Source: an optimization exercise on an open RTL-to-GDS flow (aim: small area, a short achievable clock period and few clock cycles). Production flows keep margins and buffers that such runs may drop. In this exercise RTL edits were held to simulation tests only and were not proved equivalent to the original. Power and IR drop assume default switching activity.

$ cat run.sh
#!/bin/bash
# synth_recipe.tcl (not shown) runs the flow's synth.tcl, then flattens the netlist and writes it again
# the make line also repeats each setting of config.mk as NAME=value (left out here)
make -C /OpenROAD-flow-scripts/flow DESIGN_CONFIG=/design/flow/config.mk WORK_HOME=/design/flow/orfs CLKGATE_MAP_FILE= SYNTH_SCRIPT=/design/flow/synth_recipe.tcl finish
$ cat config.mk
export PLATFORM = sky130hd
export DESIGN_NAME = godmr_core
export DESIGN_NICKNAME = godmr_core
export VERILOG_FILES = /design/flow/design.v
export SDC_FILE = /design/flow/constraint.sdc
export NUM_CORES = 4
export LEC_CHECK = 0
export CAP_MARGIN = 20
export CORE_MARGIN = 2
export CORE_UTILIZATION = 40
export GPL_ROUTABILITY_DRIVEN = 0
export PLACE_DENSITY = 0.6
export SETUP_SLACK_MARGIN = 2.45
export SLEW_MARGIN = 20
$ cat constraint.sdc
create_clock -name core_clock -period 5.0 [get_ports {clk}]
set_input_delay 1.0000 -clock core_clock [delete_from_list [all_inputs] [get_ports {clk}]]
set_output_delay 1.0000 -clock core_clock [all_outputs]
set_load 0.01 [all_outputs]
$ cat design.v
module godmr_core (
    input  wire        clk,
    input  wire        rst,           
    input  wire        req_valid,
    input  wire        req_write,
    input  wire [1:0]  req_size,      
    input  wire [11:0] req_addr,
    input  wire [31:0] req_wdata,
    output reg         resp_valid,
    output reg         resp_err,
    output reg  [31:0] resp_rdata,
    output wire [15:0] qr_code,       
    input  wire        qr_ok          
);
    reg [2:0]   status_err;
    reg [8:0]   crc9;
    reg [15:0]  crc16;
    reg [31:0]  crc32;
    reg [15:0]  sync_hi;
    reg [31:0]  sync_lo;
    reg [15:0]  emb_code;
    reg [7:0]   emb_len;
    reg [3:0]   emb_cc;
    reg [1:0]   emb_lcss;
    reg         emb_valid;
    reg [15:0]  wlen;
    reg [7:0]   b0 [0:52];
    reg [7:0]   b1 [0:52];
    reg [16:0]  wp;      
    reg [16:0]  fp;      
    function integer region;
        input integer k;
        begin
            if (k < 4)       region = 0;
            else if (k < 5)  region = 1;
            else if (k < 8)  region = 2;
            else if (k < 11) region = 3;
            else if (k < 12) region = 4;
            else if (k < 15) region = 5;
            else if (k < 16) region = 6;
            else if (k < 20) region = 7;
            else             region = 8 + (k - 20) / 4;
        end
    endfunction
    function integer flane;
        input integer k;
        begin
            case (k)
                4:  flane = 0;                
                8:  flane = 2;                
                9:  flane = 1;
                10: flane = 0;
                11: flane = 3;                
                12: flane = 2;
                13: flane = 1;
                14: flane = 0;
                default: flane = 3 - (k % 4);
            endcase
        end
    endfunction
    assign qr_code = emb_code;
    reg        q_w;           
    reg [6:0]  q_word;
    reg [31:0] q_wd;
    wire [9:0] word = req_addr[11:2];
    wire size_ok = (req_size == 2'd2) && (req_addr[1:0] == 2'b00);
    reg mapped, ro, wo;
    always @* begin
        mapped = 1'b1;
        ro     = 1'b0;
        wo     = 1'b0;
        case (word)
            10'h000:                          wo = 1'b1;
            10'h001, 10'h004, 10'h005, 10'h006,
            10'h00B, 10'h017:                 ro = 1'b1;
            10'h008, 10'h009, 10'h00A,
            10'h010, 10'h011, 10'h012, 10'h013,
            10'h014, 10'h015, 10'h016, 10'h018: ;
            default: begin
                if (word >= 10'h020 && word <= 10'h028)      ;
                else if (word >= 10'h040 && word <= 10'h04D) ;
                else mapped = 1'b0;
            end
        endcase
    end
    wire bus_error = !size_ok || !mapped || (req_write && ro) || (!req_write && wo);
    wire wr_ok = req_valid && req_write && size_ok && (word[9:7] == 3'd0);
    wire is_cmd = wr_ok && (word[6:0] == 7'h00);
    wire [7:0] opc  = req_wdata[31:24];
    wire [7:0] dat  = req_wdata[23:16];
    wire [7:0] cnt  = req_wdata[15:8];
    wire [7:0] rsvd = req_wdata[7:0];
    wire z_rsvd = (rsvd == 8'd0);
    wire z_dat  = (dat == 8'd0);
    wire z_cnt  = (cnt == 8'd0);
    wire cnt_1_8 = (cnt[7:4] == 4'd0) && (cnt[3] ? (cnt[2:0] == 3'd0) : (cnt[2:0] != 3'd0));
    wire cnt_gt8 = (cnt[7:4] != 4'd0) || (cnt[3] && (cnt[2:0] != 3'd0));
    wire o_01 = (opc == 8'h01), o_02 = (opc == 8'h02), o_03 = (opc == 8'h03);
    wire o_11 = (opc == 8'h11), o_12 = (opc == 8'h12), o_13 = (opc == 8'h13);
    wire o_21 = (opc == 8'h21), o_22 = (opc == 8'h22), o_23 = (opc == 8'h23);
    wire o_31 = (opc == 8'h31), o_32 = (opc == 8'h32);
    wire o_41 = (opc == 8'h41), o_42 = (opc == 8'h42);
    wire zz = z_rsvd && z_dat && z_cnt;
    wire l_c9i  = o_01 && zz;
    wire l_c9u  = o_02 && z_rsvd && cnt_1_8;
    wire l_c9f  = o_03 && z_rsvd && z_dat;
    wire l_c16i = o_11 && zz;
    wire l_c16u = o_12 && z_rsvd && z_cnt;
    wire l_c16f = o_13 && zz;
    wire l_c32i = o_21 && zz;
    wire l_c32u = o_22 && z_rsvd && z_cnt;
    wire l_c32f = o_23 && zz;
    wire l_ext  = o_31 && zz;
    wire l_parse = o_32 && zz;
    wire l_enc  = o_41 && zz;
    wire l_dec  = o_42 && zz;
    wire legal  = l_c9i | l_c9u | l_c9f | l_c16i | l_c16u | l_c16f | l_c32i |
                  l_c32u | l_c32f | l_ext | l_parse | l_enc | l_dec;
    wire long_op = is_cmd && ((l_c9f && cnt_gt8) || l_c16f || l_c32f || l_ext);
    wire w_emb = wr_ok && (word[6:0] == 7'h0A);
    always @(posedge clk) begin
        if (rst) begin
            emb_len  <= 8'd0;
            emb_code <= 16'd0;
        end else if (w_emb) begin
            emb_len  <= req_wdata[31:24];
            emb_code <= req_wdata[15:0];
        end else if (q_ext) begin
            emb_len  <= 8'd16;
            emb_code <= {sync_hi[15:8], sync_lo[7:0]};
        end
    end
    wire [6:0] ra = word[6:0];
    wire r_s  = req_valid & ~ra[6] & ~ra[5] & ~ra[4];   
    wire r_f  = req_valid & ~ra[6] & ~ra[5] &  ra[4];   
    wire r_p  = req_valid & ~ra[6] &  ra[5];            
    wire r_w  = req_valid &  ra[6];                     
    wire [3:0] ri = ra[3:0];
    reg [16:0] rs_f, rs_w;
    integer m;
    always @* begin
        rs_f = 17'd0;
        rs_w = 17'd0;
        if (r_f) begin
            case (ri)
                4'h0: rs_f[0] = 1'b1;
                4'h1: rs_f[1] = 1'b1;
                4'h2: rs_f[2] = 1'b1;
                4'h3: rs_f[3] = 1'b1;
                4'h4: rs_f[5:4] = 2'b11;
                4'h5: rs_f[6] = 1'b1;
                4'h6: rs_f[7] = 1'b1;
                default: ;
            endcase
        end
        if (r_p && ri == 4'h8) rs_f[16] = 1'b1;
        if (r_w) begin
            case (ri)
                4'h0: rs_w[0] = 1'b1;
                4'h1: rs_w[2:1] = 2'b11;
                4'h2: rs_w[4:3] = 2'b11;
                4'h3: rs_w[6:5] = 2'b11;
                4'h4: rs_w[7] = 1'b1;
                4'hD: rs_w[16] = 1'b1;
                default: ;
            endcase
        end
    end
    wire [16:0] s0  = (rs_f & ~fp) | (rs_w & ~wp);
    wire [16:0] s1  = (rs_f &  fp) | (rs_w &  wp);
    wire [16:0] sf0 = rs_f & ~fp, sf1 = rs_f & fp;
    wire [16:0] sw0 = rs_w & ~wp, sw1 = rs_w & wp;
    wire [7:0] flags = fp[6] ? b1[15] : b0[15];
    wire [1:0] view_slot = {1'b0, flags[0]} + 2'd1;
    wire [31:0] f_view = {16'd0, flags[7:4], 2'b00, flags[3:2], 3'b000,
                          flags[1], 2'b00, view_slot};
    reg [31:0] rd_frame;
    integer q;
    always @* begin
        rd_frame = 32'd0;
        for (q = 0; q < 53; q = q + 1) if (q < 20 || q == 52) begin
            if (flane(q) == 3 - (q % 4)) begin
                rd_frame[8*(3 - (q % 4)) +: 8] = rd_frame[8*(3 - (q % 4)) +: 8] |
                    ({8{s0[region(q)]}} & b0[q]) | ({8{s1[region(q)]}} & b1[q]);
            end else begin
                rd_frame[8*flane(q) +: 8] = rd_frame[8*flane(q) +: 8] |
                    ({8{sf0[region(q)]}} & b0[q]) | ({8{sf1[region(q)]}} & b1[q]);
                rd_frame[8*(3 - (q % 4)) +: 8] = rd_frame[8*(3 - (q % 4)) +: 8] |
                    ({8{sw0[region(q)]}} & b0[q]) | ({8{sw1[region(q)]}} & b1[q]);
            end
        end
    end
    reg [31:0] rd_reg;
    always @* begin
        rd_reg = 32'd0;
        if (r_s) begin
            case (ri)
                4'h1: rd_reg = {29'd0, status_err};
                4'h4: rd_reg = {23'd0, crc9};
                4'h5: rd_reg = {16'd0, crc16};
                4'h6: rd_reg = crc32;
                4'h8: rd_reg = {16'd0, sync_hi};
                4'h9: rd_reg = sync_lo;
                4'hA: rd_reg = {emb_len, 8'd0, emb_code};
                4'hB: rd_reg = {23'd0, emb_valid, 2'b00, emb_lcss, emb_cc};
                default: rd_reg = 32'd0;
            endcase
        end
        if (r_f && ri == 4'h7) rd_reg = f_view;
        if (r_f && ri == 4'h8) rd_reg = {16'd0, wlen};
    end
    reg [31:0] rd_a, rd_b;
    always @(posedge clk) begin
        rd_a <= rd_frame;
        rd_b <= rd_reg | ({32{rd_rf}} & ring_f) | ({32{rd_rw}} & ring_w);
    end
    always @* resp_rdata = rd_a | rd_b;
    reg [31:0] rg0 [0:7];
    reg [31:0] rg1 [0:7];
    reg [2:0]  pw;         
    reg [3:0]  pww;        
    reg [2:0]  pw1;        
    reg [3:0]  pww1;       
    reg [3:0]  clr;        
    reg        clr_done;   
    reg        pend;       
    reg        hit_pend;   
    reg [2:0]  p_idx;      
    reg        p_view;     
    reg        p_write;    
    wire rr_f = (word[9:3] == 7'b0000100);                        
    wire rr_w = (word[9:4] == 6'b000100) && (word[3:0] >= 4'd5) &&
                (word[3:0] <= 4'd12);                             
    wire ring_req  = req_valid && size_ok && (rr_f || rr_w);
    wire blk_f = (word[9:3] == 7'b0000100);
    wire blk_w = (word[9:4] == 6'b000100);
    wire ok_req = req_valid && size_ok;
    wire hit_now   = ok_req && clr_done &&
                     ((blk_f && word[2:0] == pw) || (blk_w && word[3:0] == pww));
    wire ring_wait = ring_req && !hit_now;
    wire svc       = hit_now || hit_pend;
    wire s_write   = hit_now ? req_write : p_write;
    wire s_view    = hit_now ? rr_w : p_view;
    reg cfp, cwp;
    wire tgt = s_view ? ~cfp : ~cwp;
    wire [31:0] ring_f = cfp ? rg1[7] : rg0[7];
    wire [31:0] ring_w = cwp ? rg1[7] : rg0[7];
    wire rd_rf = (req_valid && !req_write && rr_f) || (hit_pend && !p_write && !p_view);
    wire rd_rw = (req_valid && !req_write && rr_w) || (hit_pend && !p_write &&  p_view);
    wire [16:0] ring_onehot = {1'b0, 8'b1 << pw, 8'b0};
    wire [16:0] rwf = (svc && s_write && !s_view) ? ring_onehot : 17'd0;
    wire [16:0] rww = (svc && s_write &&  s_view) ? ring_onehot : 17'd0;
    reg w_go, w_b1;
    always @(posedge clk) begin
        w_go <= !rst && svc && s_write;
        w_b1 <= tgt;
    end
    wire zero_in = rst || !clr_done;
    wire [31:0] wdz = q_wd & {32{~zero_in}};
    wire we0 = zero_in || (w_go && !w_b1);
    wire we1 = zero_in || (w_go &&  w_b1);
    integer g;
    always @(posedge clk) begin
        rg0[0] <= rg0[7];
        rg1[0] <= rg1[7];
        rg0[1] <= we0 ? wdz : rg0[0];
        rg1[1] <= we1 ? wdz : rg1[0];
        for (g = 2; g < 8; g = g + 1) begin
            rg0[g] <= rg0[g - 1];
            rg1[g] <= rg1[g - 1];
        end
    end
    wire [2:0] pw_nx    = pw1;
    wire [2:0] pw_nx2   = pw1 + 3'd3;
    wire       pend_nx  = ring_wait || (pend && !hit_pend);
    wire [2:0] p_idx_nx = rr_f ? word[2:0] : (word[2:0] - 3'd5);
    wire hp_new = ok_req &&
                  ((blk_f && word[2:0] == pw1) || (blk_w && word[3:0] == pww1));
    wire hp_old = pend && !hit_pend && (p_idx == pw1);
    always @(posedge clk) begin
        if (rst) begin
            pw       <= 3'd0;
            pww      <= 4'd5;
            pw1      <= 3'd3;
            pww1     <= 4'd8;
            clr      <= 4'd8;
            clr_done <= 1'b0;
            pend     <= 1'b0;
            hit_pend <= 1'b0;
        end else begin
            pw       <= pw1;
            pww      <= pww1;
            pw1      <= pw_nx2;
            pww1     <= {1'b0, pw_nx2} + 4'd5;
            if (!clr_done) clr <= clr - 4'd1;
            clr_done <= (clr <= 4'd1);
            pend     <= pend_nx;
            hit_pend <= (hp_new || hp_old) && (clr <= 4'd1);
        end
        if (req_valid) begin
            p_idx   <= p_idx_nx;
            p_view  <= rr_w;
            p_write <= req_write;
        end
    end
    reg        q_cmd;         
    reg        q_ill;         
    reg        q_c9i, q_c9u, q_c9f, q_c16i, q_c16u, q_c16f, q_c32i, q_c32u, q_c32f;
    reg        q_parse, q_enc, q_dec, q_ext;
    always @(posedge clk) begin
        if (req_valid) begin
            q_wd    <= req_wdata;
            q_word  <= word[6:0];
        end
        q_w     <= wr_ok && !rst;
        q_cmd   <= is_cmd && !rst;
        q_ill   <= !legal;
        q_c9i   <= is_cmd && l_c9i;
        q_c9u   <= is_cmd && l_c9u;
        q_c9f   <= is_cmd && l_c9f;
        q_c16i  <= is_cmd && l_c16i;
        q_c16u  <= is_cmd && l_c16u;
        q_c16f  <= is_cmd && l_c16f;
        q_c32i  <= is_cmd && l_c32i;
        q_c32u  <= is_cmd && l_c32u;
        q_c32f  <= is_cmd && l_c32f;
        q_parse <= is_cmd && l_parse;
        q_ext   <= is_cmd && l_ext;
        q_enc   <= is_cmd && l_enc;
        q_dec   <= is_cmd && l_dec;
    end
    wire [7:0] q_dat = q_wd[23:16];
    wire [7:0] q_cnt = q_wd[15:8];
    wire dec_ok = q_dec && (wlen == 16'd53);
    wire [31:0] wd = q_wd & {32{~rst}};
    wire is_f = q_w && (q_word[6:4] == 3'b001);      
    wire is_p = q_w && (q_word[6:4] == 3'b010);      
    wire is_w = q_w && (q_word[6:4] == 3'b100);      
    wire [3:0] wi = q_word[3:0];
    reg [16:0] wr_f, wr_w;
    integer j;
    always @* begin
        wr_f = 17'd0;
        wr_w = 17'd0;
        if (is_f) begin
            case (wi)
                4'h0: wr_f[0] = 1'b1;
                4'h1: wr_f[1] = 1'b1;
                4'h2: wr_f[2] = 1'b1;
                4'h3: wr_f[3] = 1'b1;
                4'h4: wr_f[5:4] = 2'b11;
                4'h5: wr_f[6] = 1'b1;
                4'h6: wr_f[7] = 1'b1;
                default: ;
            endcase
        end
        if (is_p && wi == 4'h8) wr_f[16] = 1'b1;
        if (is_w) begin
            case (wi)
                4'h0: wr_w[0] = 1'b1;
                4'h1: wr_w[2:1] = 2'b11;
                4'h2: wr_w[4:3] = 2'b11;
                4'h3: wr_w[6:5] = 2'b11;
                4'h4: wr_w[7] = 1'b1;
                4'hD: wr_w[16] = 1'b1;
                default: ;
            endcase
        end
    end
    wire [16:0] wf_all = wr_f | rwf;
    wire [16:0] ww_all = wr_w | rww;
    wire [16:0] en0 = {17{rst}} | (wr_f & wp) | (wr_w & fp);
    wire [16:0] en1 = {17{rst}} | (wr_f & ~wp) | (wr_w & ~fp);
    genvar k;
    generate
        for (k = 0; k < 53; k = k + 1) begin : g_byte
          if (k < 20 || k == 52) begin : g_static
            localparam integer R  = region(k);
            localparam integer FL = flane(k);
            localparam integer WL = 3 - (k % 4);
            wire [7:0] lane = (FL == WL) ? wd[8*WL +: 8] :
                              (q_word[6] ? wd[8*WL +: 8] : wd[8*FL +: 8]);
            always @(posedge clk) begin
                if (en0[R]) b0[k] <= lane;
                if (en1[R]) b1[k] <= lane;
            end
          end
        end
    endgenerate
    wire [16:0] fp_nx = (wf_all & ~wp) | (~wf_all & (dec_ok ? wp : fp));
    wire [16:0] wp_nx = (ww_all & ~fp) | (~ww_all & (q_enc ? fp : wp));
    wire [7:0]  fpr = fp[15:8];
    wire [7:0]  wpr = wp[15:8];
    always @(posedge clk) begin
        cfp <= !rst && (dec_ok ? wpr[pw_nx] : fpr[pw_nx]);
        cwp <= !rst && (q_enc  ? fpr[pw_nx] : wpr[pw_nx]);
    end
    always @(posedge clk) begin
        if (rst) begin
            wp <= 17'd0;
            fp <= 17'd0;
        end else begin
            fp <= fp_nx;
            wp <= wp_nx;
        end
    end
    always @(posedge clk) begin
        if (rst || (q_w && q_word == 7'h08)) sync_hi <= wd[15:0];
        if (rst || (q_w && q_word == 7'h09)) sync_lo <= wd;
        if (rst || (q_w && q_word == 7'h18)) wlen    <= wd[15:0];
        else if (q_enc)                       wlen    <= 16'd53;
    end
    function [8:0] crc9_steps;
        input [8:0] c;
        input [7:0] d;
        input [3:0] n;
        integer i;
        reg [8:0] x;
        begin
            x = c;
            crc9_steps = c;
            for (i = 0; i < 8; i = i + 1) begin
                x = {x[7:0], d[7 - i]} ^ (x[8] ? 9'h059 : 9'h000);
                if (n == i + 1) crc9_steps = x;
            end
        end
    endfunction
    function [15:0] crc16_8;
        input [15:0] c;
        input [7:0] d;
        integer i;
        reg [15:0] x;
        begin
            x = c;
            for (i = 0; i < 8; i = i + 1)
                x = {x[14:0], d[7 - i]} ^ (x[15] ? 16'h1021 : 16'h0000);
            crc16_8 = x;
        end
    endfunction
    function [31:0] crc32_8;
        input [31:0] c;
        input [7:0] d;
        integer i;
        reg [31:0] x;
        begin
            x = c;
            for (i = 0; i < 8; i = i + 1)
                x = {x[30:0], d[7 - i]} ^ (x[31] ? 32'h04C11DB7 : 32'h00000000);
            crc32_8 = x;
        end
    endfunction
    reg        busy;       
    reg        hold;       
    reg [1:0]  eng;        
    reg [7:0]  rem;        
    wire [3:0] n_first = q_cnt[7:4] != 4'd0 ? 4'd8 : (q_cnt[3] ? 4'd8 : {1'b0, q_cnt[2:0]});
    wire [3:0] n_busy  = rem[7:4] != 4'd0 ? 4'd8 : (rem[3] ? 4'd8 : {1'b0, rem[2:0]});
    wire [3:0] n9      = busy ? n_busy : n_first;
    wire [8:0]  crc9_nx  = crc9_steps(crc9, q_c9u ? q_dat : 8'd0, n9);
    wire [15:0] crc16_nx = crc16_8(crc16, q_c16u ? q_dat : 8'd0);
    wire [31:0] crc32_nx = crc32_8(crc32, q_c32u ? q_dat : 8'd0);
    wire step9  = (busy && eng == 2'd0) || q_c9u || q_c9f;
    wire step16 = (busy && eng == 2'd1) || q_c16u || q_c16f;
    wire step32 = (busy && eng == 2'd2) || q_c32u || q_c32f;
    wire c9_long = q_c9f && (q_cnt > 8'd8);
    always @(posedge clk) begin
        if (rst) begin
            resp_valid <= 1'b0;
            resp_err   <= 1'b0;
            busy       <= 1'b0;
            hold       <= 1'b0;
            eng        <= 2'd0;
            rem        <= 8'd0;
            status_err <= 3'd0;
            crc9       <= 9'd0;
            crc16      <= 16'd0;
            crc32      <= 32'd0;
            emb_cc     <= 4'd0;
            emb_lcss   <= 2'd0;
            emb_valid  <= 1'b0;
        end else begin
            resp_valid <= (req_valid && !long_op && !ring_wait) || hit_pend;
            if (req_valid) begin
                resp_err <= bus_error;
                hold     <= long_op;
            end
            if (hit_pend)
                resp_err <= 1'b0;
            if (q_c9i)       crc9  <= 9'd0;
            else if (step9)  crc9  <= crc9_nx;
            if (q_c16i)      crc16 <= 16'd0;
            else if (step16) crc16 <= crc16_nx;
            if (q_c32i)      crc32 <= 32'd0;
            else if (step32) crc32 <= crc32_nx;
            if (busy) begin
                rem <= rem - 8'd8;
                if (rem <= 8'd8)
                    busy <= 1'b0;
                if (hold && rem <= 8'd16) begin
                    hold       <= 1'b0;
                    resp_valid <= 1'b1;
                    resp_err   <= 1'b0;
                end
            end
            if (c9_long || q_c16f || q_c32f) begin
                busy <= 1'b1;
                eng  <= q_c9f ? 2'd0 : (q_c16f ? 2'd1 : 2'd2);
                rem  <= q_c9f ? q_cnt - 8'd8 : (q_c16f ? 8'd8 : 8'd24);
                if (c9_long ? (q_cnt <= 8'd16) : q_c16f) begin
                    hold       <= 1'b0;
                    resp_valid <= 1'b1;
                    resp_err   <= 1'b0;
                end
            end
            if (q_ext) begin
                hold       <= 1'b0;
                resp_valid <= 1'b1;
                resp_err   <= 1'b0;
            end
            if (q_cmd) begin
                if (q_ill)
                    status_err <= 3'd4;
                else if (q_dec && !dec_ok)
                    status_err <= 3'd1;
                else if (q_parse && emb_len != 8'd16)
                    status_err <= 3'd1;
                else if (q_parse && !qr_ok)
                    status_err <= 3'd2;
                else if (q_parse && emb_code[11])
                    status_err <= 3'd3;
                else
                    status_err <= 3'd0;
            end
            if (q_parse) begin
                if (emb_len != 8'd16 || !qr_ok || emb_code[11]) begin
                    {emb_valid, emb_lcss, emb_cc} <= 7'd0;
                end else begin
                    emb_cc    <= emb_code[15:12];
                    emb_lcss  <= emb_code[10:9];
                    emb_valid <= 1'b1;
                end
            end
        end
    end
endmodule
==> results of run 1 <==
[timing repair]
action,in CTS,in global routing
cloned,8,3
setup endpoints to repair,488,123
pin swaps,38,36
setup buffers,49,41
gates resized for setup,391,62
hold buffers,0,0
[final cells by class]
cell class,instances,area share (%)
flip-flops and latches,1199,55.8
clock buffers,164,6.71
diodes,4,0.0196
inverters,58,0.465
well taps,1391,3.41
multi-input cells,1883,27.1
repair buffers,298,5.14
clock inverters,58,1.34
[synthesized netlist by cell type (20+ instances only)]
library cell  instances  area share (%)
a21oi_1             106             1.3
o22a_1               24            0.50
or2_2                43            0.64
and3_1               29            0.43
a211oi_1             52            0.93
a22oi_1             111             2.0
nand2_1             242             2.2
mux2i_1             170             4.0
nor2b_1              45            0.67
nand3_1              68            0.81
a31oi_1              28            0.42
edfxtp_1            444              32
a22o_1               43            0.89
clkbuf_1            184             1.6
xnor2_1             105             2.2
nor2_1              175             1.6
nand4_1              25            0.37
xor2_1               57             1.2
dfxtp_1             755              36
a221oi_1             54             1.1
inv_1                57            0.51
o22ai_1              38            0.56
o211ai_1             25            0.45
mux2_2               24            0.64
or3_1                20            0.30
o21ai_0             136             1.6
a222oi_1             42             1.0
[cell families after synthesis]
family	Yosys count	share of synthesized area (%)
flops	1199	67.5
compound gates	756	12.8
simple gates	746	8.58
buf+inv	267	2.41
mux	199	4.92
xor+xnor	162	3.37
fa+ha+maj	13	0.386
[routing by layer]
layer | track usage, % | part of all wire [%] | vias up
met4 | 12.7 | 5.4 | 8
met1 | 33.8 | 40 | 14600
met3 | 5.14 | 9.3 | 366
met5 | 0 | 0.036 | -
met2 | 39.8 | 45 | 1574
li1 | - | - | 12800
[how the worst max path moves through the flow]
| stage | to | slack (ps) | depth (start not counted) |
|---|---|---|---|
| 3_3_place_gp | rd_b[8]$_DFF_P_ | 270 | 11 |
| 4_1_cts | flop | 2390 | 11 |
| 2_1_floorplan | flop | 2010 | 9 |
| 5_1_grt | flop | 2270 | 12 |
| 6_report | rd_b[13]$_DFF_P_ | 2390 | 7 |
| 3_5_place_dp | rd_b[8]$_DFF_P_ | 190 | 11 |
[flip-flops by register name, summed over array words and instances, names as in the netlist, 7 cells and up, named ones only]
name and flops:
rem 8, b1 168, emb_len 8, q_wd 32
wlen 16, b0 168, rg0 256, sync_lo 32
rd_a 32, rd_b 32, crc32 32, emb_code 16
crc9 9, sync_hi 16, crc16 16, rg1 256
q_word 7
[report_power, final]
group          leakage [nW]  internal, W  switching [W]
Sequential             10.4       0.0105       0.000214
Combinational          5.58     0.000298       0.000630
Clock                  2.01      0.00534        0.00387
Total                  18.0       0.0162        0.00471
[stage by stage]
stage | instance area [sq um] | worst slack, ps
2_1_floorplan | 42800 | 2010
3_3_place_gp | 45300 | 275
3_5_place_dp | 45300 | 193
4_1_cts | 50400 | 2390
5_1_grt | 51100 | 2270
6_report | 51100 | 2390
==> results.sh, run 1 <==
export IMPL_initial_core_util_pct=40.2
export IMPL_cts_clk_slew_worst_paths_ps=60
export IMPL_setup_tns_ps=0
export IMPL_cpPeakStageDelay_ps=600
export IMPL_hp_class="reg2reg"
export IMPL_seq_area_sq_mm=0.0285
export IMPL_hold_end="rg0[5][10]$_DFF_P_"
export IMPL_cts_tree="built"
export IMPL_dp_hpwl_um=91200
export IMPL_synth_edf_count=444
export IMPL_cts_sinks=1199
export IMPL_port_buffers=100
export IMPL_dr_pass1_iters=7
export IMPL_crit_top_cell="buf_4"
export IMPL_root_buffer="clkbuf_16"
export IMPL_skew_ps=64.0
export IMPL_h_tree_depth=3
export IMPL_viasPerCell=5.81
export IMPL_postSynthCellCount=3342
export IMPL_setup_violations=0
export IMPL_synthDistinctLibCells=84
export IMPL_slew_headroom_pct=34.2
export IMPL_worstHoldPathCells=0
export IMPL_crit_fanout=20
export IMPL_grt_usage_pct=25.5
export IMPL_chipHeight_um=329
export IMPL_clk_latency_ps=730
export IMPL_path_cells="buf_2 -> buf_4 -> nor4bb_2 -> buf_4 -> and3_2 -> a221oi_2 -> o221ai_1"
export IMPL_ios=101
export IMPL_fmax_ghz=0.383
export IMPL_r2r_start="q_wd[11]$_DFFE_PP_"
export IMPL_end_kind="flop"
export IMPL_fill_cells=9242
export IMPL_syn_to_final_growth_pct=21.3
export IMPL_syn_area_sq_mm=0.0421
export IMPL_hp_start="rg0[4][10]$_DFF_P_"
export IMPL_syn_area_per_cell_sq_um=12.6
export IMPL_critical_path_startpoint="req_valid"
export IMPL_multi_input_area_sq_mm=0.0139
export IMPL_wirelength_um=140000
export IMPL_rows=119
export IMPL_rsz0062_at_grt="true"
export IMPL_dieArea_sq_mm=0.108
export IMPL_fin_crit_sh_pct=52.3
export IMPL_clk_path_buf_depth=3
export IMPL_synth_nets=3406
export IMPL_grt_overflow_total=0
export IMPL_path_buf_inv=3
export IMPL_synth_warnings=5
export IMPL_arrival_ps=3150
export IMPL_finalHoldViolations=0
export IMPL_synth_seq_cells=1199
export IMPL_critPathRequiredTime_ps=5540
export IMPL_core_area_sq_mm=0.105
export IMPL_async_reset_ff_share_pct=0
export IMPL_yosysSeqAreaShare_pct=67.5
export IMPL_vias=29400
export IMPL_ant_nets=0
export IMPL_antenna_found_initial=14
export IMPL_worst_pin_slew_ps=985
export IMPL_wire_per_inst_um=27.7
export IMPL_grt_max_degree=68
export IMPL_dp_cells=4728
export IMPL_nets=3620
export IMPL_chipWidth_um=329
export IMPL_power_density_mw_per_mm2=408
export IMPL_max_cap_violations=0
export IMPL_crit_type="in2reg"
export IMPL_r2r_slack_ps=2490
export IMPL_power_leakage_nw=18.0
export IMPL_status="timing/DRC/antenna clean"
export IMPL_crit_slowest_cell="a221oi_2"
export IMPL_drv_slew=0
export IMPL_final_common_cell="dfxtp_1"
export IMPL_irDropWorstVdd_mv=0.324
export IMPL_drc=0
export IMPL_hold_ws_ps=275
export IMPL_cts_made_buffers=116
export IMPL_stdcell_count=5055
export IMPL_grt_pass1_wl_um=200000
export IMPL_startpoint_type="input port"
export IMPL_drive_gt1_share_pct=20.1
export IMPL_worstRegToRegCells=6
export IMPL_reg2reg_to="crc9[1]$_SDFFE_PP0P_"
export IMPL_fin_util_pct=48.7
export IMPL_dominantRegCellSynth="dfxtp_1"
export IMPL_drtIter0Drc=3646
export IMPL_most_common_layout_cells="dfxtp_1 (716), edfxtp_1 (444), nand2_1 (235)"
export IMPL_min_period_ps=2610
export IMPL_total_power_w=0.0209
export IMPL_crit_family="compound AO/OA/AOI/OAI gates"
export IMPL_grt_pass1_vias=28200
Testbench counts, summed over its fixed seeds: cycles 27,148.
==> inputs of run 2 (changes only) <==
--- a/config.mk
+++ b/config.mk
@@ -9,6 +9,5 @@
 export CORE_MARGIN = 2
 export CORE_UTILIZATION = 40
-export GPL_ROUTABILITY_DRIVEN = 0
 export PLACE_DENSITY = 0.6
-export SETUP_SLACK_MARGIN = 2.45
+export SETUP_SLACK_MARGIN = 2.4
 export SLEW_MARGIN = 20
==> run 2 against run 1 <==
  * Still clean
  * Fmax decreased by 1.6%
  * Cell area fell by 0.78%
  * Utilization down 0.38 points
  * Via count decreased by 0.57%
  * First-iteration DRC count down 2.0%
  * Setup slack worse by 43 ps
  * Die area unchanged
  * Highest routed layer unchanged
==> results.sh, run 2 <==
export IMPL_status="timing/DRC/antenna clean"
export IMPL_antenna_found_initial=13
export IMPL_syn_to_final_growth_pct=20.3
export IMPL_hp_class="reg2reg"
export IMPL_h_tree_depth=3
export IMPL_dp_cells=4729
export IMPL_cts_made_buffers=114
export IMPL_synth_area_leaders="dfxtp_1 (36%), edfxtp_1 (32%), mux2i_1 (4.0%)"
export IMPL_arrival_ps=3080
export IMPL_grt_max_degree=68
export IMPL_synth_top_area_cell="dfxtp_1"
export IMPL_syn_area_per_cell_sq_um=12.6
export IMPL_top_regs="rg0 (256), rg1 (256)"
export IMPL_core_area_sq_mm=0.105
export IMPL_root_buffer="clkbuf_16"
export IMPL_grt_overflow_total=0
export IMPL_synth_seq_cells=1199
export IMPL_synth_nets=3406
export IMPL_drv_slew=0
export IMPL_drtIter0Drc=3574
export IMPL_grt_pass1_vias=27800
export IMPL_setup_violations=0
export IMPL_ios=101
export IMPL_startpoint_type="input port"
export IMPL_grt_usage_pct=25.0
export IMPL_cpPeakStageDelay_ps=470
export IMPL_final_common_cell="dfxtp_1"
export IMPL_power_density_mw_per_mm2=411
export IMPL_gp_congestion=0.915
export IMPL_synthDistinctLibCells=84
export IMPL_crit_slowest_cell="nand2_1"
export IMPL_synth_edf_count=444
export IMPL_fill_cells=9300
export IMPL_skew_ps=73.6
export IMPL_seq_area_sq_mm=0.0285
export IMPL_hp_start="rg1[2][9]$_DFF_P_"
export IMPL_initial_core_util_pct=40.2
export IMPL_vias=29200
export IMPL_dominantRegCellSynth="dfxtp_1"
export IMPL_end_kind="flop"
export IMPL_crit_fanout=41
export IMPL_syn_area_sq_mm=0.0421
export IMPL_dieArea_sq_mm=0.108
export IMPL_stdcell_count=5021
export IMPL_max_cap_violations=0
export IMPL_finalHoldViolations=0
export IMPL_irDropWorstVdd_mv=0.327
export IMPL_clk_path_buf_depth=3
export IMPL_worst_pin_slew_ps=1180
export IMPL_critPathRequiredTime_ps=5420
export IMPL_wirelength_um=137000
export IMPL_dr_pass1_iters=7
export IMPL_fin_ws_ps=2340
export IMPL_grt_pass1_wl_um=196000
export IMPL_rsz0062_at_grt="true"
export IMPL_yosysSeqAreaShare_pct=67.5
export IMPL_clk_latency_ps=730
export IMPL_total_power_w=0.0208
export IMPL_drc=0
export IMPL_nets=3592
export IMPL_path_cells="buf_4 -> inv_4 -> nand2_1 -> inv_1 -> nand2_1 -> o21ai_0"
export IMPL_slew_headroom_pct=21.1
export IMPL_async_reset_ff_share_pct=0
export IMPL_setup_tns_ps=0
export IMPL_drive_gt1_share_pct=19.5
export IMPL_power_leakage_nw=17.8
export IMPL_most_common_layout_cells="dfxtp_1 (720), edfxtp_1 (444), nand2_1 (230)"
export IMPL_synth_most_common_cell="dfxtp_1"
export IMPL_fin_util_pct=48.4
export IMPL_preCtsSetupSlack_ps=435
export IMPL_synth_warnings=5
export IMPL_cts_tree="built"
export IMPL_multi_input_area_sq_mm=0.0137
export IMPL_fin_crit_sh_pct=53.1
export IMPL_dp_hpwl_um=91400
export IMPL_path_buf_inv=3
export IMPL_rows=119
export IMPL_post_synth_top_area_fraction_pct=35.9
export IMPL_cts_clk_slew_worst_paths_ps=60
export IMPL_chipHeight_um=329
export IMPL_crit_family="buffers and inverters"
export IMPL_viasPerCell=5.82
export IMPL_ys_top_cells_by_count="dfxtp_1 (755), edfxtp_1 (444), nand2_1 (242)"
export IMPL_wire_per_inst_um=27.4
export IMPL_crit_type="in2reg"
export IMPL_ant_nets=0
export IMPL_min_period_ps=2660
export IMPL_r2r_start="q_word[6]$_DFFE_PP_"
export IMPL_fmax_ghz=0.376
export IMPL_chipWidth_um=329
export IMPL_cts_sinks=1199
export IMPL_port_buffers=100
export IMPL_crit_top_cell="nand2_1"
export IMPL_postSynthCellCount=3342
export IMPL_critical_path_startpoint="rst"
## run 2: final timing paths
path,end,slack (ps),cells after the start
max,b1[14][7]$_DFFE_PP_,2340,6
max reg2reg,b0[18][6]$_DFFE_PP_,2440,5
min,rg1[3][9]$_DFF_P_,270,0
min reg2reg,rg1[3][9]$_DFF_P_,270,0
## run 2: what timing repair did
action,CTS,global route
gates resized for setup,371,75
buffers inserted,63,6
endpoints found under the setup margin,468,222
endpoints found under the hold margin,0,0
pin swaps,40,24
hold buffers,0,0
cloned,5,0
## run 2: cell families after synthesis
group / count (synthesis) / share of synthesized area (%)
DFF: 1199 / 67.5
AOI/OAI and AO/OA: 756 / 12.8
and+or+nand+nor: 746 / 8.58
buffers and inverters: 267 / 2.41
muxes: 199 / 4.92
xor gates and xnor gates: 162 / 3.37
adders and majority gates: 13 / 0.386
## run 2: area by class of cell
class / instances / share of cell area (%)
Sequential cell: 1199 / 56.2
Multi-Input combinational cell: 1880 / 27.0
Clock buffer: 154 / 6.70
Timing Repair Buffer: 275 / 4.79
Tap cell: 1391 / 3.43
Clock inverter: 62 / 1.35
Inverter: 58 / 0.466
Antenna cell: 2 / 0.00987
## run 2: stage by stage
step / hold WS, ps / cell area, sq um
after floorplan: 310 / 42800
after global placement: 310 / 45300
after detailed placement: 312 / 45300
after CTS: 276 / 50400
after global routing: 282 / 50700
final: 270 / 50700
## run 2: power breakdown
group          total, W  internal, W  switching [W]
Clock           0.00919      0.00532        0.00386
Combinational  0.000906     0.000286       0.000621
Sequential       0.0107       0.0105       0.000211
Total            0.0208       0.0161        0.00470
## run 2: routing by layer
layer | vias to the layer above | GRT usage (%) | wire length, um
met3 | 324 | 4.99 | 12900
met5 | - | 0 | 75
li1 | 12700 | - | -
met1 | 14600 | 33.6 | 55900
met4 | 12 | 9.89 | 5710
met2 | 1529 | 39.8 | 62800
==> inputs of run 3 (changes only) <==
--- a/config.mk
+++ b/config.mk
@@ -9,5 +9,6 @@
 export CORE_MARGIN = 2
 export CORE_UTILIZATION = 40
+export CTS_BUF_LIST = sky130_fd_sc_hd__clkbuf_8 sky130_fd_sc_hd__clkbuf_4
 export PLACE_DENSITY = 0.6
-export SETUP_SLACK_MARGIN = 2.4
+export SETUP_SLACK_MARGIN = 2.45
 export SLEW_MARGIN = 20
==> run 3 against run 2 <==
  * Total power grew 0.40%
  * Non-clock buffer count shrank 8
  * Cell count grew 2.7%
  * Die area is the same
  * Worst hold slack gained 32 ps
  * Critical path depth shrank 4
  * Largest cell class unchanged
  * Largest power group unchanged
==> results.sh, run 3 <==
export IMPL_status="timing/DRC/antenna clean"
export IMPL_use_met3_pct=4.84
export IMPL_finalHoldViolations=0
export IMPL_grt_usage_pct=25.2
export IMPL_synth_simple_gate_area_share_pct=8.58
export IMPL_crit_slowest_cell="dfxtp_4"
export IMPL_synth_warnings=5
export IMPL_syn_to_final_growth_pct=21.0
export IMPL_chipWidth_um=329
export IMPL_syn_area_sq_mm=0.0421
export IMPL_port_buffers=100
export IMPL_critical_path_startpoint="rd_a[1]$_DFF_P_"
export IMPL_synthDistinctLibCells=84
export IMPL_min_period_ps=2660
export IMPL_crit_type="reg2out"
export IMPL_grt_pass1_wl_um=197000
export IMPL_path_cells="or2_4 -> buf_2"
export IMPL_preCtsSetupSlack_ps=301
export IMPL_drive_gt1_share_pct=22.6
export IMPL_hold_end="rg1[4][27]$_DFF_P_"
export IMPL_met1_usage_pct=33.8
export IMPL_synthXorXnorAreaFrac_pct=3.37
export IMPL_rows=119
export IMPL_cts_clk_slew_worst_paths_ps=60
export IMPL_seq_area_sq_mm=0.0286
export IMPL_h_tree_depth=4
export IMPL_synth_area_leaders="dfxtp_1 (36%), edfxtp_1 (32%), mux2i_1 (4.0%)"
export IMPL_async_reset_ff_share_pct=0
export IMPL_top_regs="rg0 (256), rg1 (256)"
export IMPL_worst_pin_slew_ps=1080
export IMPL_syn_area_per_cell_sq_um=12.6
export IMPL_power_density_mw_per_mm2=410
export IMPL_cpPeakStageDelay_ps=370
export IMPL_wirelength_um=138000
export IMPL_drc=0
export IMPL_setup_violations=0
export IMPL_dominantRegCellSynth="dfxtp_1"
export IMPL_post_synth_top_area_fraction_pct=35.9
export IMPL_grt_pass1_vias=28200
export IMPL_viasPerCell=5.72
export IMPL_reg2reg_to="rd_a[28]$_DFF_P_"
export IMPL_synth_edf_count=444
export IMPL_ios=101
export IMPL_grt_max_degree=68
export IMPL_dp_hpwl_um=91800
export IMPL_ant_nets=0
export IMPL_chipHeight_um=329
export IMPL_dieArea_sq_mm=0.108
export IMPL_clk_path_buf_depth=3
export IMPL_max_cap_violations=0
export IMPL_initial_core_util_pct=40.2
export IMPL_antenna_found_initial=9
export IMPL_most_common_layout_cells="dfxtp_1 (704), edfxtp_1 (444), clkbuf_8 (241)"
export IMPL_synth_top_area_cell="dfxtp_1"
export IMPL_drtIter0Drc=3451
export IMPL_cts_tree="built"
export IMPL_synth_adder_area_share_pct=0.386
export IMPL_yosysSeqAreaShare_pct=67.5
export IMPL_skew_ps=55.1
export IMPL_slew_headroom_pct=28.2
export IMPL_irDropWorstVdd_mv=0.273
export IMPL_synth_compound_gate_area_share_pct=12.8
export IMPL_startpoint_type="flop"
export IMPL_synth_most_common_cell="dfxtp_1"
export IMPL_synthMuxAreaShare_pct=4.92
export IMPL_worstHoldPathCells=0
export IMPL_critPathRequiredTime_ps=4000
export IMPL_core_area_sq_mm=0.105
export IMPL_grt_most_used_layer="met2"
export IMPL_hp_start="rg1[3][27]$_DFF_P_"
export IMPL_fmax_ghz=0.375
export IMPL_rsz0062_at_grt="true"
export IMPL_final_common_cell="dfxtp_1"
export IMPL_vias=29500
export IMPL_use_met2_pct=39.3
export IMPL_setup_tns_ps=0
export IMPL_crit_fanout=1
export IMPL_synth_nets=3406
export IMPL_root_buffer="clkbuf_8"
export IMPL_synth_top_family_by_area="compound AO/OA/AOI/OAI gates"
export IMPL_postSynthCellCount=3342
export IMPL_fill_cells=9386
export IMPL_nets=3660
export IMPL_hold_ws_ps=302
export IMPL_synth_seq_cells=1199
export IMPL_worstRegToRegCells=7
export IMPL_fin_crit_sh_pct=53.3
export IMPL_grt_overflow_total=0
export IMPL_wire_per_inst_um=26.9
export IMPL_r2r_slack_ps=2510
export IMPL_multi_input_area_sq_mm=0.0137
export IMPL_power_leakage_nw=18.0
export IMPL_fin_ws_ps=2340
export IMPL_arrival_ps=1660
export IMPL_end_kind="output port"
export IMPL_cts_sinks=1199
export IMPL_hp_class="reg2reg"
export IMPL_drv_slew=0
export IMPL_clk_latency_ps=890
export IMPL_gp_congestion=0.951
export IMPL_ys_top_cells_by_count="dfxtp_1 (755), edfxtp_1 (444), nand2_1 (242)"
export IMPL_cts_made_buffers=190
export IMPL_dr_pass1_iters=8
run 3: cell counts after synthesis:
No cell type changed its count.
run 3: critical path, delay by kind of cell, from the launching register on:
family / cells / cell delay, ps
flip-flops: 1 / 370
AND/OR/NAND/NOR: 1 / 270
buffers and inverters: 1 / 150
run 3: cell type report:
type / count / share of cell area, %
antenna: 5 / 0.0245
sequential: 1199 / 56.0
multi-input combinational: 1880 / 26.8
tap: 1391 / 3.41
timing repair buffer: 267 / 4.75
inverter: 58 / 0.459
clock inverter: 55 / 1.17
clock buffer: 302 / 7.40
run 3: repair_timing:
| item | 4_1_cts | 5_1_grt |
|---|---|---|
| gates cloned | 2 | 2 |
| setup buffers | 22 | 36 |
| setup endpoints to repair | 423 | 274 |
| hold buffers | 0 | 0 |
| resized for setup | 407 | 77 |
| pin swaps | 25 | 19 |
run 3: kinds of logic after synthesis:
logic type | Yosys count
buf+inv | 267
compound gates | 756
mux | 199
simple gates | 746
fa+ha+maj | 13
flops | 1199
xor+xnor | 162
run 3: power by group:
group	switching, W	internal (W)
registers	0.000213	0.0105
clock network	0.00403	0.00523
logic	0.000613	0.000290
run 3: worst max-delay path by stage:
stage	endpoint	slack, ps
floorplan	flop	2010
global placement	rd_b[8]$_DFF_P_	280
detailed placement	rd_b[8]$_DFF_P_	300
CTS	resp_rdata[1]	2280
global route	resp_rdata[1]	2300
finish	resp_rdata[1]	2340
run 3: routing by layer:
| layer | wire length (um) | vias up |
|---|---|---|
| li1 | - | 12900 |
| met1 | 57400 | 14700 |
| met2 | 63000 | 1512 |
| met3 | 11800 | 320 |
| met4 | 6350 | 6 |
| met5 | 35 | - |
run 3: stage by stage:
step	instance area [sq um]	power (W)	utilization, %	instances
after floorplan	42800	0.0113	-	3342
after global placement	45300	0.0118	43.2	4731
after detailed placement	45400	0.0118	43.3	4733
after CTS	50500	0.0210	48.1	5114
after global routing	51000	0.0216	48.7	5154
final	51000	0.0209	48.7	5157
==> inputs of run 4 (changes only) <==
--- a/config.mk
+++ b/config.mk
@@ -9,5 +9,6 @@
 export CORE_MARGIN = 2
 export CORE_UTILIZATION = 40
-export CTS_BUF_LIST = sky130_fd_sc_hd__clkbuf_8 sky130_fd_sc_hd__clkbuf_4
+export CTS_CLUSTER_DIAMETER = 45
+export CTS_CLUSTER_SIZE = 40
 export PLACE_DENSITY = 0.6
 export SETUP_SLACK_MARGIN = 2.45
==> run 4 against run 3 <==
  * Still clean
  * Cell count fell by 2.2%
  * Setup slack better by 110 ps
  * Via count decreased by 1.0%
  * Combinational power is 0.7% higher
  * Register-to-register slack hardly changed
  * Cell area is essentially flat
  * Total power up 0.63%
==> results.sh, run 4 <==
export IMPL_final_area_sq_mm=0.0510
export IMPL_grt_max_degree=68
export IMPL_worst_pin_slew_ps=1100
export IMPL_synth_seq_cells=1199
export IMPL_power_frac_comb_pct=4.3
export IMPL_grt_pass1_wl_um=197000
export IMPL_status="timing/DRC/antenna clean"
export IMPL_ios=101
export IMPL_power_leakage_nw=17.9
export IMPL_post_synth_top_area_fraction_pct=35.9
export IMPL_dr_pass1_iters=7
export IMPL_dominantRegCellSynth="dfxtp_1"
export IMPL_min_period_ps=2560
export IMPL_drtIter0Drc=3456
export IMPL_placed_area_sq_mm=0.0454
export IMPL_wirelength_um=137000
export IMPL_synth_nets=3406
export IMPL_yosysSeqAreaShare_pct=67.5
export IMPL_dp_hpwl_um=91800
export IMPL_async_reset_ff_share_pct=0
export IMPL_pwr_share_clk_pct=44.7
export IMPL_postSynthCellCount=3342
export IMPL_chipWidth_um=329
export IMPL_clk_latency_ps=720
export IMPL_slew_headroom_pct=26.7
export IMPL_port_buffers=100
export IMPL_top_regs="rg0 (256), rg1 (256)"
export IMPL_drv_slew=0
export IMPL_hp_class="reg2reg"
export IMPL_arrival_ps=3130
export IMPL_grt_pass1_vias=27700
export IMPL_power_density_mw_per_mm2=412
export IMPL_rows=119
export IMPL_initial_core_util_pct=40.2
export IMPL_cts_sinks=1199
export IMPL_final_common_cell="dfxtp_1"
export IMPL_crit_type="in2reg"
export IMPL_max_cap_violations=0
export IMPL_drc=0
export IMPL_chipHeight_um=329
export IMPL_cts_tree="built"
export IMPL_core_area_sq_mm=0.105
export IMPL_setup_tns_ps=0
export IMPL_h_tree_depth=3
export IMPL_startpoint_type="input port"
export IMPL_ant_nets=0
export IMPL_root_buffer="clkbuf_16"
export IMPL_switching_share_pct=24.2
export IMPL_gp_congestion=0.951
export IMPL_synth_most_common_cell="dfxtp_1"
export IMPL_critPathRequiredTime_ps=5580
export IMPL_most_common_layout_cells="dfxtp_1 (717), edfxtp_1 (444), nand2_1 (235)"
export IMPL_drive_gt1_share_pct=19.6
export IMPL_ys_top_cells_by_count="dfxtp_1 (755), edfxtp_1 (444), nand2_1 (242)"
export IMPL_synth_top_area_cell="dfxtp_1"
export IMPL_synth_edf_count=444
export IMPL_fin_crit_sh_pct=51.2
export IMPL_grt_usage_pct=25.1
export IMPL_synth_area_leaders="dfxtp_1 (36%), edfxtp_1 (32%), mux2i_1 (4.0%)"
export IMPL_rsz0062_at_grt="true"
export IMPL_finalHoldViolations=0
export IMPL_cts_made_buffers=119
export IMPL_clk_path_buf_depth=3
export IMPL_vias=29200
export IMPL_p_seq_share_pct=51.0
export IMPL_irDropWorstVdd_mv=0.284
export IMPL_syn_area_per_cell_sq_um=12.6
export IMPL_p_sw_w=0.00509
export IMPL_syn_area_sq_mm=0.0421
export IMPL_dieArea_sq_mm=0.108
export IMPL_fmax_ghz=0.391
export IMPL_wire_per_inst_um=27.2
export IMPL_p_int_w=0.0159
export IMPL_setup_violations=0
export IMPL_dp_cells=4733
export IMPL_viasPerCell=5.79
export IMPL_synthDistinctLibCells=84
export IMPL_cts_clk_slew_worst_paths_ps=80
export IMPL_fin_util_pct=48.7
export IMPL_stdcell_count=5043
export IMPL_nets=3605
export IMPL_end_kind="flop"
export IMPL_crit_fanout=31
export IMPL_skew_ps=26.8
export IMPL_grt_overflow_total=0
export IMPL_syn_to_final_growth_pct=21.0
export IMPL_synth_warnings=5
export IMPL_total_power_w=0.0210
export IMPL_antenna_found_initial=4
run 4: cell counts after synthesis:
Identical to the previous run, type by type.
run 4: final timing paths:
check / cells past startpoint / slack (ps) / endpoint / start
setup / recovery: 5 / 2440 / b1[11][4]$_DFFE_PP_ / rst
hold / removal: 0 / 320 / rg1[6][24]$_DFF_P_ / rg1[5][24]$_DFF_P_
setup reg to reg: 8 / 2500 / crc9[0]$_SDFFE_PP0P_ / q_wd[14]$_DFFE_PP_
hold reg to reg: 0 / 320 / rg1[6][24]$_DFF_P_ / rg1[5][24]$_DFF_P_
run 4: kinds of logic after synthesis:
| group | after synthesis | synth area share (%) |
|---|---|---|
| XOR/XNOR | 162 | 3.37 |
| AO/OA/AOI/OAI | 756 | 12.8 |
| adder cells (fa/ha/maj) | 13 | 0.386 |
| multiplexers | 199 | 4.92 |
| AND/OR/NAND/NOR | 746 | 8.58 |
| buffers and inverters | 267 | 2.41 |
| flip-flops | 1199 | 67.5 |
run 4: metal layers:
layer	global-route usage, %	share of wire [%]
met3	4.29	8.1
met4	10.2	4.7
met1	34.2	42
met5	0	0.0051
met2	39.6	45
run 4: power by group through the flow:
| stage | registers [W] | clock network [W] | logic, W |
|---|---|---|---|
| finish | 0.0107 | 0.00940 | 0.000909 |
| CTS | 0.0107 | 0.00954 | 0.000865 |
| global placement | 0.0109 | 0 | 0.000815 |
| floorplan | 0.0108 | 0 | 0.000434 |
| detailed placement | 0.0109 | 0 | 0.000829 |
| global route | 0.0108 | 0.00994 | 0.000948 |
run 4: worst max-delay path, cell delays in order:
cell and delay [ps]:
buf_4 160, inv_2 500, nand2_1 470, inv_1 670, mux2_2 300
run 4: area by class of cell:
type | count | area, sq um
inverter | 58 | 241
tap | 1391 | 1740
sequential | 1199 | 28500
clock buffer | 140 | 3210
clock inverter | 87 | 1010
timing repair buffer | 283 | 2500
antenna | 5 | 12.5
multi-input combinational | 1880 | 13800
fill | 9298 | 53800
run 4: through the flow:
step                setup slack, ps  hold slack [ps]
global route                   2430              327
global placement                277              310
detailed placement              301              312
finish                         2440              321
CTS                            2380              320
floorplan                      2010              310
run 4: what timing repair did:
action | in CTS | in global routing
hold buffers | 0 | 0
gates cloned | 4 | 0
pin swaps | 28 | 25
endpoints found under the hold margin | 0 | 0
resized for setup | 371 | 80
setup endpoints to repair | 433 | 268
buffers inserted | 45 | 29
==> inputs of run 5 (changes only) <==
--- a/config.mk
+++ b/config.mk
@@ -9,6 +9,4 @@
 export CORE_MARGIN = 2
 export CORE_UTILIZATION = 40
-export CTS_CLUSTER_DIAMETER = 45
-export CTS_CLUSTER_SIZE = 40
 export PLACE_DENSITY = 0.6
 export SETUP_SLACK_MARGIN = 2.45
==> run 5 against run 4 <==
  * Utilization decreased by 0.31 points
  * Cell count shrank 0.34%
  * Combinational power shrank 0.4%
  * Total power shrank 1.9%
  * Clock skew increased by 32 ps
==> results.sh, run 5 <==
export IMPL_reg2reg_to="rd_a[28]$_DFF_P_"
export IMPL_min_period_ps=2570
export IMPL_rows=119
export IMPL_initial_core_util_pct=40.2
export IMPL_drive_gt1_share_pct=18.7
export IMPL_synth_area_leaders="dfxtp_1 (36%), edfxtp_1 (32%), mux2i_1 (4.0%)"
export IMPL_vias=29000
export IMPL_worstRegToRegCells=7
export IMPL_chipHeight_um=329
export IMPL_yosysSeqAreaShare_pct=67.5
export IMPL_top_regs="rg0 (256), rg1 (256)"
export IMPL_drtIter0Drc=3555
export IMPL_crit_fanout=12
export IMPL_fmax_ghz=0.389
export IMPL_root_buffer="clkbuf_16"
export IMPL_status="timing/DRC/antenna clean"
export IMPL_fin_crit_sh_pct=51.4
export IMPL_syn_area_per_cell_sq_um=12.6
export IMPL_critPathRequiredTime_ps=5580
export IMPL_ctsHoldBuffers=0
export IMPL_synthDistinctLibCells=84
export IMPL_dp_hpwl_um=91800
export IMPL_final_common_cell="dfxtp_1"
export IMPL_worst_pin_slew_ps=1070
export IMPL_dr_pass1_iters=8
export IMPL_worstHoldPathCells=0
export IMPL_slew_headroom_pct=28.4
export IMPL_power_frac_comb_pct=4.4
export IMPL_synth_edf_count=444
export IMPL_rsz0062_at_grt="true"
export IMPL_grt_usage_pct=25.1
export IMPL_cts_made_buffers=116
export IMPL_core_area_sq_mm=0.105
export IMPL_chipWidth_um=329
export IMPL_port_buffers=100
export IMPL_finalHoldViolations=0
export IMPL_hold_end="rg0[6][10]$_DFF_P_"
export IMPL_irDropWorstVdd_mv=0.327
export IMPL_preCtsSetupSlack_ps=301
export IMPL_dominantRegCellSynth="dfxtp_1"
export IMPL_ant_nets=0
export IMPL_cts_sinks=1199
export IMPL_fin_ws_ps=2430
export IMPL_p_sw_w=0.00469
export IMPL_skew_ps=58.8
export IMPL_cts_clk_slew_worst_paths_ps=70
export IMPL_crit_type="reg2reg"
export IMPL_h_tree_depth=3
export IMPL_postSynthCellCount=3342
export IMPL_post_synth_top_area_fraction_pct=35.9
export IMPL_ys_top_cells_by_count="dfxtp_1 (755), edfxtp_1 (444), nand2_1 (242)"
export IMPL_setup_tns_ps=0
export IMPL_synth_nets=3406
export IMPL_synth_most_common_cell="dfxtp_1"
export IMPL_nets=3593
export IMPL_max_cap_violations=0
export IMPL_antenna_found_initial=6
export IMPL_hp_start="rg0[5][10]$_DFF_P_"
export IMPL_power_leakage_nw=17.8
export IMPL_synth_warnings=5
export IMPL_hp_class="reg2reg"
export IMPL_gp_congestion=0.951
export IMPL_end_kind="flop"
export IMPL_pwr_share_clk_pct=43.6
export IMPL_wire_per_inst_um=27.3
export IMPL_grt_pass1_vias=27700
export IMPL_synth_seq_cells=1199
export IMPL_wirelength_um=137000
export IMPL_ios=101
export IMPL_synth_top_area_cell="dfxtp_1"
export IMPL_power_density_mw_per_mm2=407
export IMPL_cts_tree="built"
export IMPL_syn_area_sq_mm=0.0421
export IMPL_grt_max_degree=68
export IMPL_viasPerCell=5.77
export IMPL_grt_overflow_total=0
export IMPL_p_int_w=0.0160
export IMPL_most_common_layout_cells="dfxtp_1 (722), edfxtp_1 (444), nand2_1 (237)"
export IMPL_arrival_ps=3150
export IMPL_clk_latency_ps=730
export IMPL_clk_path_buf_depth=3
export IMPL_r2r_slack_ps=2430
export IMPL_setup_violations=0
export IMPL_grt_pass1_wl_um=197000
export IMPL_dieArea_sq_mm=0.108
export IMPL_drc=0
export IMPL_startpoint_type="flop"
export IMPL_drv_slew=0
export IMPL_syn_to_final_growth_pct=20.3
export IMPL_switching_share_pct=22.7
export IMPL_p_seq_share_pct=52.0
export IMPL_hold_ws_ps=322
export IMPL_async_reset_ff_share_pct=0
## run 5: cell types whose count changed in the layout (fill, tap and decap cells not counted), moves of 4 or more
cell,delta
buf_4,-8
clkbuf_8,+20
clkbuf_1,+11
dfxtp_1,+5
inv_12,-9
buf_6,-4
inv_8,-12
clkinv_16,+6
clkinv_8,-6
clkinv_2,+16
inv_6,-18
clkinv_4,-10
## run 5: layout make-up
type	instances	area [sq um]
antenna	3	7.51
clock buffer	170	3490
clock inverter	51	562
fill	9355	54100
inverter	58	238
multi-input combinational	1880	13700
sequential	1199	28500
tap	1391	1740
timing repair buffer	274	2420
## run 5: worst max-delay path: stages, from the launching register on
cell	delay, ps
dfxtp_2	470
buf_4	350
mux2i_1	410
o22ai_1	140
a221oi_1	250
o21ai_0	280
a221oi_1	350
nand3_1	130
## run 5: repair_timing
action / CTS / global route
buffers inserted: 44 / 21
cloned: 4 / 0
endpoints found under the setup margin: 452 / 318
pin swaps: 28 / 27
resized for setup: 355 / 79
## run 5: cell families after synthesis
group	share of synthesized area, %
AO/OA/AOI/OAI	12.8
XOR/XNOR	3.37
adder cells (fa/ha/maj)	0.386
buffers and inverters	2.41
flip-flops	67.5
multiplexers	4.92
AND/OR/NAND/NOR	8.58
## run 5: power groups by stage
stage | Sequential, W | Combinational [W] | Clock, W
4_1_cts | 0.0107 | 0.000862 | 0.00914
3_5_place_dp | 0.0109 | 0.000829 | 0
5_1_grt | 0.0108 | 0.000946 | 0.00954
6_report | 0.0107 | 0.000905 | 0.00900
3_3_place_gp | 0.0109 | 0.000815 | 0
2_1_floorplan | 0.0108 | 0.000434 | 0
## run 5: worst max path at each step
stage                                from                to  slack, ps  depth (start not counted)
floorplan                     req_addr[2]              flop       2010                          9
global placement              req_addr[2]   rd_b[8]$_DFF_P_        280                         10
detailed placement            req_addr[2]   rd_b[8]$_DFF_P_        300                         10
CTS                             req_valid   rd_a[7]$_DFF_P_       2360                         10
global route        wlen[3]$_SDFFCE_PN0P_              flop       2360                          6
finish                               flop  rd_a[28]$_DFF_P_       2430                          7
## run 5: through the flow
stage                     util [%]  power [W]  instance area (sq um)  std cells
after floorplan                  -     0.0113                  42800       3342
after global placement        43.2     0.0118                  45300       4731
after detailed placement      43.3     0.0118                  45400       4733
after CTS                     47.9     0.0207                  50200       5002
after global routing          48.3     0.0212                  50700       5023
final                         48.3     0.0206                  50700       5026
## run 5: per-layer routing
layer | up-vias | track usage, % | wire length, um
li1 | 12800 | - | -
met1 | 14500 | 34.1 | 57400
met2 | 1401 | 39.6 | 62100
met3 | 325 | 4.28 | 11100
met4 | 2 | 10.7 | 6630
met5 | - | 0 | 13
==> inputs of run 6 (changes only) <==
--- a/config.mk
+++ b/config.mk
@@ -9,4 +9,6 @@
 export CORE_MARGIN = 2
 export CORE_UTILIZATION = 40
+export CTS_CLUSTER_DIAMETER = 60
+export CTS_CLUSTER_SIZE = 35
 export PLACE_DENSITY = 0.6
 export SETUP_SLACK_MARGIN = 2.45
==> run 6 against run 5 <==
  * Wire length down 0.35%
  * Synthesized area unchanged
  * Sequential share of layout area up 0.83 points
  * Worst hold slack worse by 7.4 ps
==> results.sh, run 6 <==
export IMPL_status="timing/DRC/antenna clean"
export IMPL_crit_type="in2reg"
export IMPL_yosysSeqAreaShare_pct=67.5
export IMPL_syn_to_final_growth_pct=18.6
export IMPL_seq_area_sq_mm=0.0285
export IMPL_chipHeight_um=329
export IMPL_setup_violations=0
export IMPL_top_regs="rg0 (256), rg1 (256)"
export IMPL_grt_max_degree=68
export IMPL_synth_top_area_cell="dfxtp_1"
export IMPL_synth_nets=3406
export IMPL_path_cells="buf_6 -> nor4_4 -> buf_4 -> buf_4 -> buf_4 -> nand3_4 -> buf_4 -> o22ai_1 -> a221oi_1 -> o21ai_1"
export IMPL_postSynthCellCount=3342
export IMPL_synthDistinctLibCells=84
export IMPL_preCtsSetupSlack_ps=301
export IMPL_worst_pin_slew_ps=1090
export IMPL_synth_most_common_cell="dfxtp_1"
export IMPL_power_density_mw_per_mm2=392
export IMPL_async_reset_ff_share_pct=0
export IMPL_crit_top_cell="buf_4"
export IMPL_grt_pass1_wl_um=196000
export IMPL_slew_headroom_pct=27.5
export IMPL_cts_made_buffers=87
export IMPL_synth_edf_count=444
export IMPL_arrival_ps=3230
export IMPL_ios=101
export IMPL_fin_crit_sh_pct=52.1
export IMPL_startpoint_type="input port"
export IMPL_wire_per_inst_um=27.5
export IMPL_drv_slew=0
export IMPL_post_synth_top_area_fraction_pct=35.9
export IMPL_crit_fanout=6
export IMPL_nets=3569
export IMPL_wirelength_um=137000
export IMPL_finalHoldViolations=0
export IMPL_dieArea_sq_mm=0.108
export IMPL_h_tree_depth=3
export IMPL_synth_warnings=5
export IMPL_cts_tree="built"
export IMPL_port_buffers=100
export IMPL_rsz0062_at_grt="true"
export IMPL_dominantRegCellSynth="dfxtp_1"
export IMPL_cts_clk_slew_worst_paths_ps=120
export IMPL_antenna_found_initial=5
export IMPL_power_leakage_nw=17.4
export IMPL_root_buffer="clkbuf_16"
export IMPL_most_common_layout_cells="dfxtp_1 (713), edfxtp_1 (444), nand2_1 (235)"
export IMPL_multi_input_area_sq_mm=0.0137
export IMPL_dr_pass1_iters=8
export IMPL_initial_core_util_pct=40.2
export IMPL_irDropWorstVdd_mv=0.275
export IMPL_drtIter0Drc=3527
export IMPL_clk_latency_ps=710
export IMPL_ant_nets=0
export IMPL_cpPeakStageDelay_ps=720
export IMPL_rows=119
export IMPL_grt_pass1_vias=27400
export IMPL_ctsHoldBuffers=0
export IMPL_grt_usage_pct=25.0
export IMPL_critPathRequiredTime_ps=5630
export IMPL_synth_area_leaders="dfxtp_1 (36%), edfxtp_1 (32%), mux2i_1 (4.0%)"
export IMPL_fill_cells=9385
export IMPL_synth_seq_cells=1199
export IMPL_end_kind="flop"
export IMPL_viasPerCell=5.82
export IMPL_dp_hpwl_um=91800
export IMPL_core_area_sq_mm=0.105
export IMPL_chipWidth_um=329
export IMPL_skew_ps=46.0
export IMPL_hp_class="reg2reg"
export IMPL_final_common_cell="dfxtp_1"
export IMPL_crit_slowest_cell="o22ai_1"
export IMPL_grt_overflow_total=0
export IMPL_cts_sinks=1199
export IMPL_syn_area_per_cell_sq_um=12.6
export IMPL_syn_area_sq_mm=0.0421
export IMPL_hold_ws_ps=314
export IMPL_drc=0
export IMPL_drive_gt1_share_pct=18.5
export IMPL_ys_top_cells_by_count="dfxtp_1 (755), edfxtp_1 (444), nand2_1 (242)"
export IMPL_fmax_ghz=0.384
export IMPL_clk_path_buf_depth=3
export IMPL_min_period_ps=2600
export IMPL_max_cap_violations=0
export IMPL_setup_tns_ps=0
export IMPL_fin_ws_ps=2400
export IMPL_gp_congestion=0.951
export IMPL_vias=28900
## run 6: worst max-delay path: cells and delay by family
kind                   cells  cell delay, ps
AOI/OAI and AO/OA          3            1220
buffers and inverters      5             670
and+or+nand+nor            2             330
## run 6: cells by family after synthesis
kind of cell / Yosys count / synth area share [%]
AO/OA/AOI/OAI: 756 / 12.8
XOR/XNOR: 162 / 3.37
adder cells (fa/ha/maj): 13 / 0.386
buffers and inverters: 267 / 2.41
flip-flops: 1199 / 67.5
multiplexers: 199 / 4.92
AND/OR/NAND/NOR: 746 / 8.58
## run 6: stage by stage
| step | cells | instance area, sq um | power (W) | util (%) |
|---|---|---|---|---|
| floorplan | 3342 | 42800 | 0.0113 | - |
| global placement | 4731 | 45300 | 0.0118 | 43.2 |
| detailed placement | 4733 | 45400 | 0.0118 | 43.3 |
| CTS | 4941 | 49400 | 0.0196 | 47.2 |
| global route | 4971 | 50000 | 0.0201 | 47.7 |
| finish | 4972 | 50000 | 0.0196 | 47.7 |
## run 6: path summary, 6_finish.rpt
check / from / endpoint / slack (ps) / cells past startpoint
worst max-delay path: req_addr[9] / rd_b[7]$_DFF_P_ / 2400 / 10
worst min register to register: rg1[2][5]$_DFF_P_ / rg1[3][5]$_DFF_P_ / 310 / 0
worst min-delay path: rg1[2][5]$_DFF_P_ / rg1[3][5]$_DFF_P_ / 310 / 0
worst max register to register: wlen[3]$_SDFFCE_PN0P_ / flop / 2490 / 6
## run 6: power by group
group	leakage, nW	switching [W]	total (W)	internal, W
logic	5.37	0.000615	0.000902	0.000286
clock network	1.59	0.00418	0.00795	0.00377
registers	10.4	0.000213	0.0107	0.0105
## run 6: area by class of cell
class                      count  share of cell area (%)
inverter                      58                   0.476
clock inverter                70                    2.13
timing repair buffer         278                    4.81
clock buffer                  94                    4.51
tap                         1391                    3.48
antenna                        1                 0.00501
sequential                  1199                    57.1
multi-input combinational   1881                    27.5
## run 6: per-layer routing
metal / routed length [um] / vias up / global-route usage (%)
met5: 21 / - / 0
met1: 56900 / 14500 / 34.0
li1: - / 12700 / -
met2: 62100 / 1442 / 39.3
met4: 6290 / 4 / 10.7
met3: 11400 / 301 / 4.32
## run 6: repair_timing
item                                    in CTS  in global routing
resized for setup                          385                 67
pin swaps                                   25                 28
cloned                                       5                  0
buffers inserted                            39                 30
endpoints found under the setup margin     438                257

## static timing again, ports no longer ideal
No port has a modelled driver above. Below, the same layouts with a new extraction and two added sets of constraints.
Step 1 (the two cells are an assumption about what drives the block):
set clk [get_ports {clk}]
set_driving_cell -lib_cell sky130_fd_sc_hd__clkbuf_16 $clk
set_driving_cell -lib_cell sky130_fd_sc_hd__buf_2 [delete_from_list [all_inputs] $clk]
Step 2 moves the port delays by t, midway between the first and last clock arrival at a register: inputs arrive t later, outputs are due t later. That takes back most of the time a late clock gives input paths.
Slacks: ideal / step 1 / step 2; pairs: ideal / step 1.
| run | t (ns) | setup WS [ns] | worst setup path after step 2 | worst data-port slew with drivers (ns) | pins driven straight from the clock port |
|---|---|---|---|---|---|
| run 1 | 0.770 | 2.386 / 2.372 / 1.601 | input to register | 0.12 | 1 |
| run 2 | 0.754 | 2.343 / 2.349 / 1.620 | input to register | 0.09 | 1 |
| run 3 | 0.934 | 2.335 / 2.270 / 1.555 | input to register | 0.06 | 1 |
| run 4 | 0.774 | 2.442 / 2.428 / 1.704 | input to register | 0.08 | 1 |
| run 5 | 0.768 | 2.432 / 2.427 / 1.724 | input to register | 0.07 | 1 |
| run 6 | 0.754 | 2.396 / 2.426 / 1.676 | input to register | 0.07 | 1 |
After both steps setup and hold are still met in every run listed. For run 1, which loses most, drivers alone change the setup slack by -0.014 ns; drivers and shift together by -0.785 ns.
